This is an optimization exercise on Yosys and OpenROAD, whose aim is small area, a short achievable clock period and few clock cycles, not a production implementation. At most, simulation tests tie the RTL to the original design; equivalence was not proved.

==> run a <==
## tickdeb
module tickdeb (
    input  wire         clk,
    input  wire         rst,              
    input  wire [31:0]  cfg_clk_hz,
    input  wire         cfg_policy,       
    input  wire         cfg_map,          
    input  wire         cfg_timer_model,  
    input  wire         cfg_preempt,      
    input  wire [4:0]   cfg_n,
    input  wire [3:0]   cfg_init_stage,
    input  wire [511:0] cfg_dur,          
    input  wire [31:0]  cfg_dur_rel,
    input  wire [31:0]  cfg_dur_held,
    input  wire         in_valid,
    input  wire [63:0]  in_word,
    output wire         in_ready,
    output reg          resp_valid,
    output reg  [1:0]   resp_status,      
    output reg  [31:0]  resp_data         
);
clock: 80.0 ns
lec_check: 0
cap_margin: 20
core_margin: 2
core_utilization: 40
cts_buf_list: sky130_fd_sc_hd__clkbuf_4 sky130_fd_sc_hd__clkbuf_8
slew_margin: 20
standard.sh (not shown) runs the stock make flow with config.mk's settings and CLKGATE_MAP_FILE= SYNTH_SCRIPT=/design/flow/synth_recipe.tcl, a recipe that flattens the netlist after the stock synthesis.
==> flow/flow/run.sh <==
#!/bin/bash
set -euo pipefail
export BUFFER_PORTS_ARGS="-buffer_cell sky130_fd_sc_hd__buf_1"
bash standard.sh finish > standard_flow.log 2>&1
==> run b: changes against run a <==
--- a/flow/design.v
+++ b/flow/design.v
@@ -54,14 +54,13 @@
     reg         va;
     reg  [7:0]  opc;
     reg  [3:0]  fa;
     reg         fahz, fcz;
     reg  [7:0]  fb;
-    reg         imeq, imz1, im0;
+    reg         imeq, imzh, imzl, im0;
     reg         map_q, pol_q, tm_q, pre_q, hznz_q;
     reg  [4:0]  n_q;
-    reg  [3:0]  init_q;
     reg  [3:0]  cnt;
     reg  [31:0] xl;           
     reg  [31:0] y;            
     reg  [1:0]  newp_sel;     
     reg         en, mode, pending, ie, gie, hbound;
@@ -78,24 +77,24 @@
     reg  [23:0] qh;
     reg  [9:0]  rh;
     reg  [3:0]  hcnt;
     reg  [9:0]  cr;
     reg         covf;
-    reg         mb;
+    reg  [31:0] dsel;         
     reg  [4:0]  bi;
     reg  [1:0]  cj;           
-    reg  [2:0]  zf;
     reg         qrdy;
     assign in_ready = rdy;
     wire hvalid = (hcnt == 4'd0);
     wire cfg_valid = hznz_q &&
                      (map_q ? !pol_q
-                            : (n_q >= 5'd1 && n_q <= 5'd16 && {1'b0, init_q} < n_q));
+                            : (n_q >= 5'd1 && n_q <= 5'd16 && {1'b0, cfg_init_stage} < n_q));
     wire [31:0] cfgid = {10'd0, 6'd32, 3'd0, (map_q ? 5'd0 : n_q),
                          pre_q, tm_q, map_q, pol_q, 1'b0, 3'd4};
     wire raw    = fa[0];
     wire fbz    = (fb == 8'd0);
+    wire imz1   = imzh & imzl;
     wire immz   = imz1 & ~im0;
     wire fa0z   = fahz & (fa == 4'd0);
     wire fa01   = fahz & (fa[3:1] == 3'd0);
     wire nobci  = fbz & fcz & immz;
     wire bare   = fa0z & nobci;
@@ -183,14 +182,14 @@
         tgt_word = 32'd0;
         for (ri = 0; ri < 16; ri = ri + 1)
             tgt_word = tgt_word | (cfg_dur[32*ri +: 32] & {32{row_sel[ri]}});
         tgt_word = tgt_word | (cfg_dur_rel & {32{row_sel[16]}}) | (cfg_dur_held & {32{row_sel[17]}});
     end
-    wire [4:0]  start_ix = !zf[2] ? 5'd31 : !zf[1] ? 5'd23 : !zf[0] ? 5'd15 : 5'd7;
-    wire [4:0]  fetch_ix = (cj == 2'd1) ? start_ix : (bi - 5'd1);
-    wire [31:0] col_sel  = 32'd1 << fetch_ix;
-    wire        fetch_b  = |(tgt_word & col_sel);
+    wire [4:0]  start_ix = (dsel[31:24] != 8'd0) ? 5'd31 :
+                           (dsel[23:16] != 8'd0) ? 5'd23 :
+                           (dsel[15:8]  != 8'd0) ? 5'd15 : 5'd7;
+    wire        mb       = dsel[bi];
     wire [31:0] st_q;
     wire [9:0]  st_r;
     wire        st_ovf;
     tickdeb_s2t u_s2t (.q(y), .r(cr), .ovf(covf), .b(mb), .qh(qh), .rh(rh),
                        .q_o(st_q), .r_o(st_r), .ovf_o(st_ovf));
@@ -279,15 +278,16 @@
                 end
             end
         end
     end
     wire in_take = in_valid && rdy;
+    wire op_cfgp  = !in_word[62] && !in_word[61] && in_word[60] && !in_word[56];
+    wire op_rchk  = in_word[62] && !in_word[60] && in_word[56];
     wire blk_boot = ((fgph_n == PH_BOOT) && (bootix_n == 4'd4)) ||
-                    ((fgph_n == PH_BOOT) && (bootix_n == 4'd3) && in_take &&
-                     (in_word[63:56] == 8'h10));
+                    ((fgph_n == PH_BOOT) && (bootix_n == 4'd3) && in_take && op_cfgp);
     wire blk_rchk = (fgph_n == PH_SETTLING) && (map_q || cand_n) && in_take &&
-                    (in_word[63:56] == 8'h41) && (in_word[48] != cand_n);
+                    op_rchk && (in_word[48] != cand_n);
     wire block    = !qrdy_n && (blk_boot || blk_rchk || held_n);
     always @(posedge clk) begin
         rst_q  <= rst;
         rdy    <= rst | ~block;
         va     <= in_take & ~rst;
@@ -295,18 +295,18 @@
         fa     <= in_word[51:48];
         fahz   <= (in_word[55:52] == 4'd0);
         fb     <= in_word[47:40];
         fcz    <= (in_word[39:32] == 8'd0);
         imeq   <= (in_word[31:0] == y);
-        imz1   <= (in_word[31:1] == 31'd0);
+        imzh   <= (in_word[31:16] == 16'd0);
+        imzl   <= (in_word[15:1] == 15'd0);
         im0    <= in_word[0];
         map_q  <= cfg_map;
         pol_q  <= cfg_policy;
         tm_q   <= cfg_timer_model;
         pre_q  <= cfg_preempt;
         n_q    <= cfg_n;
-        init_q <= cfg_init_stage;
         hznz_q <= (cfg_clk_hz != 32'd0);
         resp_valid  <= ((va & ~wait_cv) | held_go) & ~rst;
         resp_status <= ST_NEXT;
         resp_data   <= 32'd0;
         fgph   <= fgph_n;
@@ -322,30 +322,27 @@
         end else if (hcnt != 4'd0) begin
             qh   <= qh_n;
             rh   <= rh_n;
             hcnt <= hcnt - 4'd1;
         end
+        dsel <= tgt_word;
         if (do_reset) begin
             cj <= 2'd0;
         end else if (!qrdy) begin
             case (cj)
                 2'd0: begin
                     y    <= 32'd0;
                     cr   <= 10'd0;
                     covf <= 1'b0;
-                    zf   <= {tgt_word[31:24] == 8'd0, tgt_word[23:16] == 8'd0,
-                             tgt_word[15:8] == 8'd0};
                     cj   <= 2'd1;
                 end
                 2'd1: begin
-                    mb   <= fetch_b;
                     bi   <= start_ix;
                     cj   <= 2'd2;
                 end
                 default: begin
                     if (cv_step) begin
-                        mb <= fetch_b;
                         bi <= bi - 5'd1;
                         if (cv_last) begin
                             y  <= st_clamp;
                             cj <= 2'd0;
                         end else begin
CORE_UTILIZATION = 30   (was 40)
CTS_BUF_LIST = default   (was sky130_fd_sc_hd__clkbuf_4 sky130_fd_sc_hd__clkbuf_8)
==> run c: changes against run a <==
--- a/flow/design.v
+++ b/flow/design.v
@@ -78,14 +78,13 @@
     reg  [23:0] qh;
     reg  [9:0]  rh;
     reg  [3:0]  hcnt;
     reg  [9:0]  cr;
     reg         covf;
-    reg         mb;
+    reg  [31:0] dsel;         
     reg  [4:0]  bi;
     reg  [1:0]  cj;           
-    reg  [2:0]  zf;
     reg         qrdy;
     assign in_ready = rdy;
     wire hvalid = (hcnt == 4'd0);
     wire cfg_valid = hznz_q &&
                      (map_q ? !pol_q
@@ -183,14 +182,14 @@
         tgt_word = 32'd0;
         for (ri = 0; ri < 16; ri = ri + 1)
             tgt_word = tgt_word | (cfg_dur[32*ri +: 32] & {32{row_sel[ri]}});
         tgt_word = tgt_word | (cfg_dur_rel & {32{row_sel[16]}}) | (cfg_dur_held & {32{row_sel[17]}});
     end
-    wire [4:0]  start_ix = !zf[2] ? 5'd31 : !zf[1] ? 5'd23 : !zf[0] ? 5'd15 : 5'd7;
-    wire [4:0]  fetch_ix = (cj == 2'd1) ? start_ix : (bi - 5'd1);
-    wire [31:0] col_sel  = 32'd1 << fetch_ix;
-    wire        fetch_b  = |(tgt_word & col_sel);
+    wire [4:0]  start_ix = (dsel[31:24] != 8'd0) ? 5'd31 :
+                           (dsel[23:16] != 8'd0) ? 5'd23 :
+                           (dsel[15:8]  != 8'd0) ? 5'd15 : 5'd7;
+    wire        mb       = dsel[bi];
     wire [31:0] st_q;
     wire [9:0]  st_r;
     wire        st_ovf;
     tickdeb_s2t u_s2t (.q(y), .r(cr), .ovf(covf), .b(mb), .qh(qh), .rh(rh),
                        .q_o(st_q), .r_o(st_r), .ovf_o(st_ovf));
@@ -322,30 +321,27 @@
         end else if (hcnt != 4'd0) begin
             qh   <= qh_n;
             rh   <= rh_n;
             hcnt <= hcnt - 4'd1;
         end
+        dsel <= tgt_word;
         if (do_reset) begin
             cj <= 2'd0;
         end else if (!qrdy) begin
             case (cj)
                 2'd0: begin
                     y    <= 32'd0;
                     cr   <= 10'd0;
                     covf <= 1'b0;
-                    zf   <= {tgt_word[31:24] == 8'd0, tgt_word[23:16] == 8'd0,
-                             tgt_word[15:8] == 8'd0};
                     cj   <= 2'd1;
                 end
                 2'd1: begin
-                    mb   <= fetch_b;
                     bi   <= start_ix;
                     cj   <= 2'd2;
                 end
                 default: begin
                     if (cv_step) begin
-                        mb <= fetch_b;
                         bi <= bi - 5'd1;
                         if (cv_last) begin
                             y  <= st_clamp;
                             cj <= 2'd0;
                         end else begin
CTS_BUF_LIST = default   (was sky130_fd_sc_hd__clkbuf_4 sky130_fd_sc_hd__clkbuf_8)
==> flow_summary.ini <==
[timing]
setup_slack_ns = 61.75

[placement]
post-place-ws_ns = 61.12

[yosys]
synth-edff-count = 67
synth-simple-area-share_pct = 26.3

[route]
met2_length_um = 69000
drtPass1Iterations = 9

[layout]
final_nets = 4497
final-seq-area_um2 = 7060

[run_status]
outcome = timing/DRC/antenna clean

[power]
p_clk_share_pct = 33.4
the above is filed under run a

==> flow_summary.ini <==
[placement]
post-place-ws_ns = 62.30

[yosys]
synth-simple-area-share_pct = 25.4
synth-edff-count = 63

[layout]
final_nets = 4413
final-seq-area_um2 = 7580
largest_class = multi-input combinational cells

[route]
met2_length_um = 62700
drtPass1Iterations = 11

[timing]
period_minus_slack_ns = 17.30
setup_slack_ns = 62.70

[run_status]
outcome = timing/DRC/antenna clean

[power]
p_clk_share_pct = 34.9

[hold_path]
holdPathEnd = dir1[4]
the above is filed under run c

==> flow_summary.ini <==
[power]
p_clk_share_pct = 37.9
p_sw_mw = 0.195

[floorplanning]
die_h_um = 284
pin_count = 724

[yosys]
synth-simple-area-share_pct = 24.7
muxShareOfSynthArea_pct = 6.13
synth-edff-count = 63

[clock_network]
clkSinkCount = 344
cts_buffer_depth = 3
cts-htree-levels = 2

[timing]
setup_slack_ns = 62.67

[layout]
area_growth_syn_to_layout_pct = 23.1
final_area_um2 = 29000
multi_input_area_um2 = 15200

[route]
drtPass1Iterations = 9
met2_length_um = 71000

[placement]
hpwl_um = 124000
post-place-ws_ns = 62.18

[run_status]
outcome = timing/DRC/antenna clean

[setup_path]
crit_chain = buf_1 > ha_1 > a21oi_1 > nor2b_1 > o21ai_0 > a221oi_1 > a21oi_1 > nand2_1 > nand2_1 > o21ai_0
the above is filed under run b

Testbench counts of run a, summed over its fixed seeds: cycles 49,229.
Testbench counts of run b, summed over its fixed seeds: cycles 49,229.
The RTL of run c was laid out without a check of its function.

static timing again, ports no longer ideal:
The flow's constraints put no driver on any port. The routed layouts listed below were extracted and timed again, unchanged, in two steps. Step 1 (the two cells are an assumption about what drives the block):
set clk [get_ports {clk}]
set_driving_cell -lib_cell sky130_fd_sc_hd__clkbuf_16 $clk
set_driving_cell -lib_cell sky130_fd_sc_hd__buf_2 [delete_from_list [all_inputs] $clk]
Step 2 moves the port delays by t, midway between the first and last clock arrival at a register: inputs arrive t later, outputs are due t later. That takes back most of the time a late clock gives input paths. Slacks: no drivers / after step 1 / after step 2; pairs: no drivers / after step 1.
| run | t (ns) | slack for setup (ns) | latest minus earliest clock arrival (ns) | pins driven straight from the clock port |
|---|---|---|---|---|
| run a | 0.746 | 61.751 / 61.779 / 61.033 | 0.059 / 0.059 | 1 |
| run b | 0.645 | 62.671 / 62.711 / 62.065 | 0.026 / 0.025 | 1 |
| run c | 0.654 | 62.704 / 62.642 / 62.197 | 0.027 / 0.026 | 1 |
After both steps setup and hold are still met in every run listed. The setup slack of run a, which loses most, moves by +0.028 ns with the drivers and by -0.718 ns with both steps.
